Background: an optimization exercise with open tools, aiming at small area, a short achievable clock period and few clock cycles. Do not read the settings as production practice. Only simulation tests tie the RTL to the original design; equivalence was not proved.

==> inputs of build 50 <==
## pzip_decompressor
module pzip_decompressor (
    input  wire       clk,
    input  wire       rst,
    input  wire       in_valid,
    output wire       in_ready,
    input  wire [7:0] in_data,
    input  wire       in_last,
    output wire       out_valid,
    input  wire       out_ready,
    output wire [7:0] out_data,
    output reg        done,
    output reg        err
);
Settings: LEC_CHECK=0, ABC_AREA=1, CAP_MARGIN=78, CORE_MARGIN=2, CORE_UTILIZATION=40, SLEW_MARGIN=78; clock period 15.0 ns.
run.sh (not shown) runs the stock make flow with config.mk's settings and CLKGATE_MAP_FILE= SYNTH_SCRIPT=/design/flow/synth_recipe.tcl, a recipe that flattens the netlist after the stock synthesis.
==> trial 5 (differences from build 50) <==
--- a/flow/design.v
+++ b/flow/design.v
@@ -42,10 +42,12 @@
     reg  [35:0] bcd;               
     reg  [7:0]  sq [0:8];
     reg  [35:0] bcdq;
     reg         q_busy;
     reg  [3:0]  qidx;
+    reg  [7:0]  qcnt;              
+    reg         qrun;              
     reg         zbad;              
     reg         err_r;
     reg         ovf;               
     reg         room;              
     reg         endc;              
@@ -138,31 +140,30 @@
             default: ged = 1'b1;
         endcase
     end
     wire [2:0] tag  = win[15:13];
     wire       ld   = !ocnt[1];    
-    reg  rle_last;                 
     reg  q_last;                   
     wire idx8       = (idx == 4'd8);
     wire q_ld    = ld && q_busy;               
     wire q_end   = q_ld && q_last;
     wire q_free  = !q_busy || q_end;
-    wire handoff = st[HOLD] && q_free;
+    wire handoff = (st[HOLD] || st[RLE]) && q_free;
     wire pe      = ld && !q_busy;              
     wire fin_ld  = pe && st[FIN] && (nshift == 4'd15);
-    wire oload   = q_ld || (pe && (st[RLE] || (st[RAW] && ge8))) || fin_ld;
-    wire rec_end = (pe && st[RLE] && rle_last) || handoff;
+    wire oload   = q_ld || fin_ld;
+    wire rec_end = handoff;
     wire tag_go  = (st[TAG] || rec_end) && ge3;
     wire tag_wide = tag_go && ge11 && (tag != 3'd1) && (tag != 3'd7);
     wire rd8     = (st[TBYTE] || st[RLE_C] || st[RLE_B] || st[D_S0] || st[CODE]) && ge8;
     wire rd_has  = st[HAS] && ge5;
     wire rd_d    = (st[D_LO] || st[D_HI]) && ged;
     wire u1  = rd_has && !win[15];
     wire u3  = tag_go && !tag_wide;
     wire u4  = rd_d && (dbits == 3'd1);
     wire u5  = rd_has && win[15];
-    wire u8  = rd8 || (st[RAW] && ge8 && pe) || (rd_d && dbits == 3'd2);
+    wire u8  = rd8 || (st[RAW] && ge8) || (rd_d && dbits == 3'd2);
     wire u11 = tag_wide;
     wire u12 = rd_d && (dbits == 3'd3);
     wire u16 = rd_d && (dbits == 3'd4);
     wire starved = last_seen &&
         ((st[HAS] && !ge5) || (st[TAG] && !ge3) ||
@@ -197,12 +198,11 @@
         if (tr_shift) begin
             for (i = 0; i < 14; i = i + 1) trail[i] <= trail[i+1];
             trail[14] <= win[15:8];
         end
     end
-    wire [7:0] src_data = q_busy ? perm_byte : st[RLE] ? s[0] :
-                          st[RAW] ? win[15:8] : trail[0];
+    wire [7:0] src_data = !q_busy ? trail[0] : qrun ? sq[0] : perm_byte;
     wire opop = (ocnt != 2'd0) && out_ready;
     assign out_valid = (ocnt != 2'd0);
     assign out_data  = o0;
     always @(posedge clk) begin
         if (oload && (ocnt == 2'd0 || (ocnt == 2'd1 && opop)))
@@ -210,37 +210,49 @@
         else if (opop)
             o0 <= o1;
         if (oload) o1 <= src_data;
     end
     wire [3:0] qidx_n    = handoff ? 4'd0 : q_ld ? qidx + 4'd1 : qidx;
-    wire [7:0] run_cnt_n = (tag_go && tag == 3'd0) ? win[12:5] :
-                           st[RLE_C] ? win[15:8] :
-                           (st[RLE] && pe) ? run_cnt - 8'd1 : run_cnt;
+    wire [7:0] qcnt_n    = handoff ? (st[RLE] ? run_cnt : 8'd9) :
+                           q_ld ? qcnt - 8'd1 : qcnt;
     always @(posedge clk) begin
         zbad <= any_zero;
         if (handoff) begin
             sq[0] <= s[0]; sq[1] <= s[1]; sq[2] <= s[2];
             sq[3] <= s[3]; sq[4] <= s[4]; sq[5] <= s[5];
             sq[6] <= s[6]; sq[7] <= s[7]; sq[8] <= s[8];
             bcdq  <= bcd;
         end
         qidx     <= qidx_n;
-        q_last   <= (qidx_n == 4'd8);
-        run_cnt  <= run_cnt_n;
-        rle_last <= (run_cnt_n == 8'd1);
+        qcnt     <= qcnt_n;
+        q_last   <= (qcnt_n == 8'd1);
+        if (handoff) qrun <= st[RLE];
+        if (tag_go && tag == 3'd0) run_cnt <= win[12:5];
+        else if (st[RLE_C]) run_cnt <= win[15:8];
         if (tag_go) dbits <= tag - 3'd2;
         if (tag_go) s[0] <= win[12:5];
-        else if (st[RLE_B] || st[D_S0]) s[0] <= win[15:8];
+        else if (st[RLE_B] || st[D_S0] || (st[RAW] && idx == 4'd0)) s[0] <= win[15:8];
         if (st[D_LO]) begin
             s[1] <= sum1[7:0]; s[2] <= sum2[7:0];
             s[3] <= sum3[7:0]; s[4] <= sum4[7:0];
         end
         if (st[D_HI]) begin
             s[5] <= sum1[7:0]; s[6] <= sum2[7:0];
             s[7] <= sum3[7:0]; s[8] <= sum4[7:0];
         end
+        if (st[RAW]) begin
+            if (idx == 4'd1) s[1] <= win[15:8];
+            if (idx == 4'd2) s[2] <= win[15:8];
+            if (idx == 4'd3) s[3] <= win[15:8];
+            if (idx == 4'd4) s[4] <= win[15:8];
+            if (idx == 4'd5) s[5] <= win[15:8];
+            if (idx == 4'd6) s[6] <= win[15:8];
+            if (idx == 4'd7) s[7] <= win[15:8];
+            if (idx == 4'd8) s[8] <= win[15:8];
+        end
         if (st[D_HI]) bcd <= 36'd0;
+        else if (st[RAW]) bcd <= 36'h987654321;
         else if (st[CODE] && ge8) bcd <= dabble8(bcd, win[15:8]);
     end
     wire out_empty = (ocnt == 2'd0) || (ocnt == 2'd1 && out_ready);
     reg [13:0] nst;
     reg        to_done, to_drain, set_err, rec_over;
@@ -281,15 +293,12 @@
             if (st[RLE_B] && ge8) begin
                 nst[RLE_B] = 1'b0;
                 if (run_cnt == 8'd0) nst[TAG] = 1'b1;
                 else nst[RLE] = 1'b1;
             end
-            if (st[RLE] && pe && rle_last) begin
-                nst[RLE] = 1'b0; nst[TAG] = 1'b1;
-            end
-            if (st[RAW] && ge8 && pe && idx8) begin
-                nst[RAW] = 1'b0; nst[TAG] = 1'b1;
+            if (st[RAW] && ge8 && idx8) begin
+                nst[RAW] = 1'b0; nst[HOLD] = 1'b1;
             end
             if (st[D_S0] && ge8) begin
                 nst[D_S0] = 1'b0; nst[D_LO] = 1'b1;
             end
             if (st[D_LO] && ged) begin
@@ -300,17 +309,17 @@
             end
             if (st[CODE] && ge8 && idx[1:0] == 2'd3) begin
                 nst[CODE] = 1'b0; nst[HOLD] = 1'b1;
             end
             if (handoff) begin
-                nst[HOLD] = 1'b0; nst[TAG] = 1'b1;
+                nst[HOLD] = 1'b0; nst[RLE] = 1'b0; nst[TAG] = 1'b1;
             end
             if (fin_ld && tlen == 4'd1) to_drain = 1'b1;
             if (st[ENDW] && !disc && out_empty && !q_busy)
                 to_done = 1'b1;
         end
-        if ((q_end && zbad) || ovf) begin
+        if ((q_end && !qrun && zbad) || ovf) begin
             set_err = 1'b1;
             to_done = 1'b0;
             if (!st[FIN] && !st[ENDW]) begin
                 rec_over = 1'b1;
                 to_drain = 1'b1;
@@ -378,11 +387,11 @@
                 if (tr_wr || tr_pad) nshift <= nshift + 4'd1;
             end
             if (tag_go || (st[HAS] && ge5) || (st[D_HI] && ged) ||
                 (st[CODE] && ge8 && idx[1:0] == 2'd3))
                 idx <= 4'd0;
-            else if ((st[TBYTE] && ge8) || (st[RAW] && ge8 && pe) ||
+            else if ((st[TBYTE] && ge8) || (st[RAW] && ge8) ||
                      (st[CODE] && ge8))
                 idx <= idx + 4'd1;
             if (st[HAS] && ge5) tlen <= win[15] ? win[14:11] : 4'd0;
             else if (fin_ld) tlen <= tlen - 4'd1;
         end
Settings changed: CORE_UTILIZATION 40 to 50, CTS_CLUSTER_DIAMETER set to 80, CTS_CLUSTER_SIZE set to 30.
==> build 38 (differences from build 50) <==
--- a/flow/design.v
+++ b/flow/design.v
@@ -42,10 +42,12 @@
     reg  [35:0] bcd;               
     reg  [7:0]  sq [0:8];
     reg  [35:0] bcdq;
     reg         q_busy;
     reg  [3:0]  qidx;
+    reg  [7:0]  qcnt;              
+    reg         qrun;              
     reg         zbad;              
     reg         err_r;
     reg         ovf;               
     reg         room;              
     reg         endc;              
@@ -138,31 +140,30 @@
             default: ged = 1'b1;
         endcase
     end
     wire [2:0] tag  = win[15:13];
     wire       ld   = !ocnt[1];    
-    reg  rle_last;                 
     reg  q_last;                   
     wire idx8       = (idx == 4'd8);
     wire q_ld    = ld && q_busy;               
     wire q_end   = q_ld && q_last;
     wire q_free  = !q_busy || q_end;
-    wire handoff = st[HOLD] && q_free;
+    wire handoff = (st[HOLD] || st[RLE]) && q_free;
     wire pe      = ld && !q_busy;              
     wire fin_ld  = pe && st[FIN] && (nshift == 4'd15);
-    wire oload   = q_ld || (pe && (st[RLE] || (st[RAW] && ge8))) || fin_ld;
-    wire rec_end = (pe && st[RLE] && rle_last) || handoff;
+    wire oload   = q_ld || fin_ld;
+    wire rec_end = handoff;
     wire tag_go  = (st[TAG] || rec_end) && ge3;
     wire tag_wide = tag_go && ge11 && (tag != 3'd1) && (tag != 3'd7);
     wire rd8     = (st[TBYTE] || st[RLE_C] || st[RLE_B] || st[D_S0] || st[CODE]) && ge8;
     wire rd_has  = st[HAS] && ge5;
     wire rd_d    = (st[D_LO] || st[D_HI]) && ged;
     wire u1  = rd_has && !win[15];
     wire u3  = tag_go && !tag_wide;
     wire u4  = rd_d && (dbits == 3'd1);
     wire u5  = rd_has && win[15];
-    wire u8  = rd8 || (st[RAW] && ge8 && pe) || (rd_d && dbits == 3'd2);
+    wire u8  = rd8 || (st[RAW] && ge8) || (rd_d && dbits == 3'd2);
     wire u11 = tag_wide;
     wire u12 = rd_d && (dbits == 3'd3);
     wire u16 = rd_d && (dbits == 3'd4);
     wire starved = last_seen &&
         ((st[HAS] && !ge5) || (st[TAG] && !ge3) ||
@@ -197,12 +198,11 @@
         if (tr_shift) begin
             for (i = 0; i < 14; i = i + 1) trail[i] <= trail[i+1];
             trail[14] <= win[15:8];
         end
     end
-    wire [7:0] src_data = q_busy ? perm_byte : st[RLE] ? s[0] :
-                          st[RAW] ? win[15:8] : trail[0];
+    wire [7:0] src_data = !q_busy ? trail[0] : qrun ? sq[0] : perm_byte;
     wire opop = (ocnt != 2'd0) && out_ready;
     assign out_valid = (ocnt != 2'd0);
     assign out_data  = o0;
     always @(posedge clk) begin
         if (oload && (ocnt == 2'd0 || (ocnt == 2'd1 && opop)))
@@ -210,37 +210,49 @@
         else if (opop)
             o0 <= o1;
         if (oload) o1 <= src_data;
     end
     wire [3:0] qidx_n    = handoff ? 4'd0 : q_ld ? qidx + 4'd1 : qidx;
-    wire [7:0] run_cnt_n = (tag_go && tag == 3'd0) ? win[12:5] :
-                           st[RLE_C] ? win[15:8] :
-                           (st[RLE] && pe) ? run_cnt - 8'd1 : run_cnt;
+    wire [7:0] qcnt_n    = handoff ? (st[RLE] ? run_cnt : 8'd9) :
+                           q_ld ? qcnt - 8'd1 : qcnt;
     always @(posedge clk) begin
         zbad <= any_zero;
         if (handoff) begin
             sq[0] <= s[0]; sq[1] <= s[1]; sq[2] <= s[2];
             sq[3] <= s[3]; sq[4] <= s[4]; sq[5] <= s[5];
             sq[6] <= s[6]; sq[7] <= s[7]; sq[8] <= s[8];
             bcdq  <= bcd;
         end
         qidx     <= qidx_n;
-        q_last   <= (qidx_n == 4'd8);
-        run_cnt  <= run_cnt_n;
-        rle_last <= (run_cnt_n == 8'd1);
+        qcnt     <= qcnt_n;
+        q_last   <= (qcnt_n == 8'd1);
+        if (handoff) qrun <= st[RLE];
+        if (tag_go && tag == 3'd0) run_cnt <= win[12:5];
+        else if (st[RLE_C]) run_cnt <= win[15:8];
         if (tag_go) dbits <= tag - 3'd2;
         if (tag_go) s[0] <= win[12:5];
-        else if (st[RLE_B] || st[D_S0]) s[0] <= win[15:8];
+        else if (st[RLE_B] || st[D_S0] || (st[RAW] && idx == 4'd0)) s[0] <= win[15:8];
         if (st[D_LO]) begin
             s[1] <= sum1[7:0]; s[2] <= sum2[7:0];
             s[3] <= sum3[7:0]; s[4] <= sum4[7:0];
         end
         if (st[D_HI]) begin
             s[5] <= sum1[7:0]; s[6] <= sum2[7:0];
             s[7] <= sum3[7:0]; s[8] <= sum4[7:0];
         end
+        if (st[RAW]) begin
+            if (idx == 4'd1) s[1] <= win[15:8];
+            if (idx == 4'd2) s[2] <= win[15:8];
+            if (idx == 4'd3) s[3] <= win[15:8];
+            if (idx == 4'd4) s[4] <= win[15:8];
+            if (idx == 4'd5) s[5] <= win[15:8];
+            if (idx == 4'd6) s[6] <= win[15:8];
+            if (idx == 4'd7) s[7] <= win[15:8];
+            if (idx == 4'd8) s[8] <= win[15:8];
+        end
         if (st[D_HI]) bcd <= 36'd0;
+        else if (st[RAW]) bcd <= 36'h987654321;
         else if (st[CODE] && ge8) bcd <= dabble8(bcd, win[15:8]);
     end
     wire out_empty = (ocnt == 2'd0) || (ocnt == 2'd1 && out_ready);
     reg [13:0] nst;
     reg        to_done, to_drain, set_err, rec_over;
@@ -281,15 +293,12 @@
             if (st[RLE_B] && ge8) begin
                 nst[RLE_B] = 1'b0;
                 if (run_cnt == 8'd0) nst[TAG] = 1'b1;
                 else nst[RLE] = 1'b1;
             end
-            if (st[RLE] && pe && rle_last) begin
-                nst[RLE] = 1'b0; nst[TAG] = 1'b1;
-            end
-            if (st[RAW] && ge8 && pe && idx8) begin
-                nst[RAW] = 1'b0; nst[TAG] = 1'b1;
+            if (st[RAW] && ge8 && idx8) begin
+                nst[RAW] = 1'b0; nst[HOLD] = 1'b1;
             end
             if (st[D_S0] && ge8) begin
                 nst[D_S0] = 1'b0; nst[D_LO] = 1'b1;
             end
             if (st[D_LO] && ged) begin
@@ -300,17 +309,17 @@
             end
             if (st[CODE] && ge8 && idx[1:0] == 2'd3) begin
                 nst[CODE] = 1'b0; nst[HOLD] = 1'b1;
             end
             if (handoff) begin
-                nst[HOLD] = 1'b0; nst[TAG] = 1'b1;
+                nst[HOLD] = 1'b0; nst[RLE] = 1'b0; nst[TAG] = 1'b1;
             end
             if (fin_ld && tlen == 4'd1) to_drain = 1'b1;
             if (st[ENDW] && !disc && out_empty && !q_busy)
                 to_done = 1'b1;
         end
-        if ((q_end && zbad) || ovf) begin
+        if ((q_end && !qrun && zbad) || ovf) begin
             set_err = 1'b1;
             to_done = 1'b0;
             if (!st[FIN] && !st[ENDW]) begin
                 rec_over = 1'b1;
                 to_drain = 1'b1;
@@ -378,11 +387,11 @@
                 if (tr_wr || tr_pad) nshift <= nshift + 4'd1;
             end
             if (tag_go || (st[HAS] && ge5) || (st[D_HI] && ged) ||
                 (st[CODE] && ge8 && idx[1:0] == 2'd3))
                 idx <= 4'd0;
-            else if ((st[TBYTE] && ge8) || (st[RAW] && ge8 && pe) ||
+            else if ((st[TBYTE] && ge8) || (st[RAW] && ge8) ||
                      (st[CODE] && ge8))
                 idx <= idx + 4'd1;
             if (st[HAS] && ge5) tlen <= win[15] ? win[14:11] : 4'd0;
             else if (fin_ld) tlen <= tlen - 4'd1;
         end
Settings changed: CTS_CLUSTER_DIAMETER set to 60, CTS_CLUSTER_SIZE set to 35.
==> trial 97 (differences from build 50) <==
--- a/flow/design.v
+++ b/flow/design.v
@@ -42,10 +42,12 @@
     reg  [35:0] bcd;               
     reg  [7:0]  sq [0:8];
     reg  [35:0] bcdq;
     reg         q_busy;
     reg  [3:0]  qidx;
+    reg  [7:0]  qcnt;              
+    reg         qrun;              
     reg         zbad;              
     reg         err_r;
     reg         ovf;               
     reg         room;              
     reg         endc;              
@@ -138,31 +140,30 @@
             default: ged = 1'b1;
         endcase
     end
     wire [2:0] tag  = win[15:13];
     wire       ld   = !ocnt[1];    
-    reg  rle_last;                 
     reg  q_last;                   
     wire idx8       = (idx == 4'd8);
     wire q_ld    = ld && q_busy;               
     wire q_end   = q_ld && q_last;
     wire q_free  = !q_busy || q_end;
-    wire handoff = st[HOLD] && q_free;
+    wire handoff = (st[HOLD] || st[RLE]) && q_free;
     wire pe      = ld && !q_busy;              
     wire fin_ld  = pe && st[FIN] && (nshift == 4'd15);
-    wire oload   = q_ld || (pe && (st[RLE] || (st[RAW] && ge8))) || fin_ld;
-    wire rec_end = (pe && st[RLE] && rle_last) || handoff;
+    wire oload   = q_ld || fin_ld;
+    wire rec_end = handoff;
     wire tag_go  = (st[TAG] || rec_end) && ge3;
     wire tag_wide = tag_go && ge11 && (tag != 3'd1) && (tag != 3'd7);
     wire rd8     = (st[TBYTE] || st[RLE_C] || st[RLE_B] || st[D_S0] || st[CODE]) && ge8;
     wire rd_has  = st[HAS] && ge5;
     wire rd_d    = (st[D_LO] || st[D_HI]) && ged;
     wire u1  = rd_has && !win[15];
     wire u3  = tag_go && !tag_wide;
     wire u4  = rd_d && (dbits == 3'd1);
     wire u5  = rd_has && win[15];
-    wire u8  = rd8 || (st[RAW] && ge8 && pe) || (rd_d && dbits == 3'd2);
+    wire u8  = rd8 || (st[RAW] && ge8) || (rd_d && dbits == 3'd2);
     wire u11 = tag_wide;
     wire u12 = rd_d && (dbits == 3'd3);
     wire u16 = rd_d && (dbits == 3'd4);
     wire starved = last_seen &&
         ((st[HAS] && !ge5) || (st[TAG] && !ge3) ||
@@ -197,12 +198,11 @@
         if (tr_shift) begin
             for (i = 0; i < 14; i = i + 1) trail[i] <= trail[i+1];
             trail[14] <= win[15:8];
         end
     end
-    wire [7:0] src_data = q_busy ? perm_byte : st[RLE] ? s[0] :
-                          st[RAW] ? win[15:8] : trail[0];
+    wire [7:0] src_data = !q_busy ? trail[0] : qrun ? sq[0] : perm_byte;
     wire opop = (ocnt != 2'd0) && out_ready;
     assign out_valid = (ocnt != 2'd0);
     assign out_data  = o0;
     always @(posedge clk) begin
         if (oload && (ocnt == 2'd0 || (ocnt == 2'd1 && opop)))
@@ -210,37 +210,49 @@
         else if (opop)
             o0 <= o1;
         if (oload) o1 <= src_data;
     end
     wire [3:0] qidx_n    = handoff ? 4'd0 : q_ld ? qidx + 4'd1 : qidx;
-    wire [7:0] run_cnt_n = (tag_go && tag == 3'd0) ? win[12:5] :
-                           st[RLE_C] ? win[15:8] :
-                           (st[RLE] && pe) ? run_cnt - 8'd1 : run_cnt;
+    wire [7:0] qcnt_n    = handoff ? (st[RLE] ? run_cnt : 8'd9) :
+                           q_ld ? qcnt - 8'd1 : qcnt;
     always @(posedge clk) begin
         zbad <= any_zero;
         if (handoff) begin
             sq[0] <= s[0]; sq[1] <= s[1]; sq[2] <= s[2];
             sq[3] <= s[3]; sq[4] <= s[4]; sq[5] <= s[5];
             sq[6] <= s[6]; sq[7] <= s[7]; sq[8] <= s[8];
             bcdq  <= bcd;
         end
         qidx     <= qidx_n;
-        q_last   <= (qidx_n == 4'd8);
-        run_cnt  <= run_cnt_n;
-        rle_last <= (run_cnt_n == 8'd1);
+        qcnt     <= qcnt_n;
+        q_last   <= (qcnt_n == 8'd1);
+        if (handoff) qrun <= st[RLE];
+        if (tag_go && tag == 3'd0) run_cnt <= win[12:5];
+        else if (st[RLE_C]) run_cnt <= win[15:8];
         if (tag_go) dbits <= tag - 3'd2;
         if (tag_go) s[0] <= win[12:5];
-        else if (st[RLE_B] || st[D_S0]) s[0] <= win[15:8];
+        else if (st[RLE_B] || st[D_S0] || (st[RAW] && idx == 4'd0)) s[0] <= win[15:8];
         if (st[D_LO]) begin
             s[1] <= sum1[7:0]; s[2] <= sum2[7:0];
             s[3] <= sum3[7:0]; s[4] <= sum4[7:0];
         end
         if (st[D_HI]) begin
             s[5] <= sum1[7:0]; s[6] <= sum2[7:0];
             s[7] <= sum3[7:0]; s[8] <= sum4[7:0];
         end
+        if (st[RAW]) begin
+            if (idx == 4'd1) s[1] <= win[15:8];
+            if (idx == 4'd2) s[2] <= win[15:8];
+            if (idx == 4'd3) s[3] <= win[15:8];
+            if (idx == 4'd4) s[4] <= win[15:8];
+            if (idx == 4'd5) s[5] <= win[15:8];
+            if (idx == 4'd6) s[6] <= win[15:8];
+            if (idx == 4'd7) s[7] <= win[15:8];
+            if (idx == 4'd8) s[8] <= win[15:8];
+        end
         if (st[D_HI]) bcd <= 36'd0;
+        else if (st[RAW]) bcd <= 36'h987654321;
         else if (st[CODE] && ge8) bcd <= dabble8(bcd, win[15:8]);
     end
     wire out_empty = (ocnt == 2'd0) || (ocnt == 2'd1 && out_ready);
     reg [13:0] nst;
     reg        to_done, to_drain, set_err, rec_over;
@@ -281,15 +293,12 @@
             if (st[RLE_B] && ge8) begin
                 nst[RLE_B] = 1'b0;
                 if (run_cnt == 8'd0) nst[TAG] = 1'b1;
                 else nst[RLE] = 1'b1;
             end
-            if (st[RLE] && pe && rle_last) begin
-                nst[RLE] = 1'b0; nst[TAG] = 1'b1;
-            end
-            if (st[RAW] && ge8 && pe && idx8) begin
-                nst[RAW] = 1'b0; nst[TAG] = 1'b1;
+            if (st[RAW] && ge8 && idx8) begin
+                nst[RAW] = 1'b0; nst[HOLD] = 1'b1;
             end
             if (st[D_S0] && ge8) begin
                 nst[D_S0] = 1'b0; nst[D_LO] = 1'b1;
             end
             if (st[D_LO] && ged) begin
@@ -300,17 +309,17 @@
             end
             if (st[CODE] && ge8 && idx[1:0] == 2'd3) begin
                 nst[CODE] = 1'b0; nst[HOLD] = 1'b1;
             end
             if (handoff) begin
-                nst[HOLD] = 1'b0; nst[TAG] = 1'b1;
+                nst[HOLD] = 1'b0; nst[RLE] = 1'b0; nst[TAG] = 1'b1;
             end
             if (fin_ld && tlen == 4'd1) to_drain = 1'b1;
             if (st[ENDW] && !disc && out_empty && !q_busy)
                 to_done = 1'b1;
         end
-        if ((q_end && zbad) || ovf) begin
+        if ((q_end && !qrun && zbad) || ovf) begin
             set_err = 1'b1;
             to_done = 1'b0;
             if (!st[FIN] && !st[ENDW]) begin
                 rec_over = 1'b1;
                 to_drain = 1'b1;
@@ -378,11 +387,11 @@
                 if (tr_wr || tr_pad) nshift <= nshift + 4'd1;
             end
             if (tag_go || (st[HAS] && ge5) || (st[D_HI] && ged) ||
                 (st[CODE] && ge8 && idx[1:0] == 2'd3))
                 idx <= 4'd0;
-            else if ((st[TBYTE] && ge8) || (st[RAW] && ge8 && pe) ||
+            else if ((st[TBYTE] && ge8) || (st[RAW] && ge8) ||
                      (st[CODE] && ge8))
                 idx <= idx + 4'd1;
             if (st[HAS] && ge5) tlen <= win[15] ? win[14:11] : 4'd0;
             else if (fin_ld) tlen <= tlen - 4'd1;
         end
Settings changed: CAP_MARGIN 78 to 85, SLEW_MARGIN 78 to 85.
==> comparison table <==
                                                                                 build 38       trial 5      build 50      trial 97
Area used by sequential logic in the layout                                  0.01188 mm^2  0.01189 mm^2  0.01228 mm^2  0.01195 mm^2
Run status                                               no timing/DRC/antenna violations  no timing/DRC/antenna violations  no timing/DRC/antenna violations  no timing/DRC/antenna violations
Clkbuf count                                                                           36            31            58            59
Post-Route M1 WL                                                                 35.95 mm      38.01 mm      35.07 mm      36.93 mm
Fillcell total                                                                       6933          5162          6753          6591
Starting density of the core                                                       40.25%        50.70%        40.52%        40.25%
Post-synth net total                                                                 3864          3864          3668          3864
Share of synthesized cell area in full adder, half adder and majority cells        3.463%        3.463%        3.398%        3.463%
Routed Wire Length                                                               76.33 mm      85.01 mm      74.42 mm      79.42 mm
Worst Path Buf+Inv                                                                      1             2             1            11
Top cell type's share of synthesized area                                          29.24%        29.24%        35.38%        29.24%
Measured slew at the worst slew-check pin                                       0.3422 ns     0.3535 ns     0.3606 ns     0.2464 ns
Total clock buffers created by CTS                                                     36            25            47            49
Layout cell share with drive strength beyond 1                                     14.66%        14.23%        16.65%        23.17%
Clock transition at the registers of the reported paths                           0.10 ns       0.12 ns       0.06 ns       0.06 ns
Area occupied by multi-input gates                                           0.01477 mm^2  0.01482 mm^2  0.01421 mm^2  0.01634 mm^2
Detailed-routed wire length on met3                                              4.540 mm      5.020 mm      4.767 mm      4.645 mm
Testbench counts of build 50, summed over its fixed seeds: cycles 45,157.
Testbench counts of trial 5, summed over its fixed seeds: cycles 43,357.
Testbench counts of build 38, summed over its fixed seeds: cycles 43,357.
Testbench counts of trial 97, summed over its fixed seeds: cycles 43,357.

what the ideal ports hide:
No port has a modelled driver above. Below, the same layouts with a new extraction and two added sets of constraints. Step 1 (the two cells are an assumption about what drives the block):
set clk [get_ports {clk}]
set_driving_cell -lib_cell sky130_fd_sc_hd__clkbuf_16 $clk
set_driving_cell -lib_cell sky130_fd_sc_hd__buf_2 [delete_from_list [all_inputs] $clk]
Step 2, shift: input delay + t, output delay - t, t = (earliest + latest rising clock arrival at the registers) / 2. This alone moves slack from input paths to output paths. Slacks: ideal / step 1 / step 2; pairs: ideal / step 1.
run | t (ns) | slack for setup (ns) | hold WS [ns] | latest minus earliest clock arrival (ns) | slew at the worst register clock pin (ns)
build 50 | 0.636 | 10.172 / 10.117 / 9.709 | 0.411 / 0.411 / 0.411 | 0.012 / 0.012 | 0.07 / 0.07
trial 5 | 0.659 | 10.065 / 10.006 / 9.656 | 0.411 / 0.411 / 0.411 | 0.040 / 0.041 | 0.12 / 0.12
build 38 | 0.647 | 10.166 / 10.105 / 9.771 | 0.404 / 0.404 / 0.404 | 0.037 / 0.037 | 0.10 / 0.10
trial 97 | 0.667 | 8.693 / 8.693 / 8.693 | 0.414 / 0.414 / 0.414 | 0.035 / 0.035 | 0.07 / 0.07
After both steps setup and hold are still met in every run listed. For build 50, which loses most, drivers alone change the setup slack by -0.055 ns; drivers and shift together by -0.463 ns.
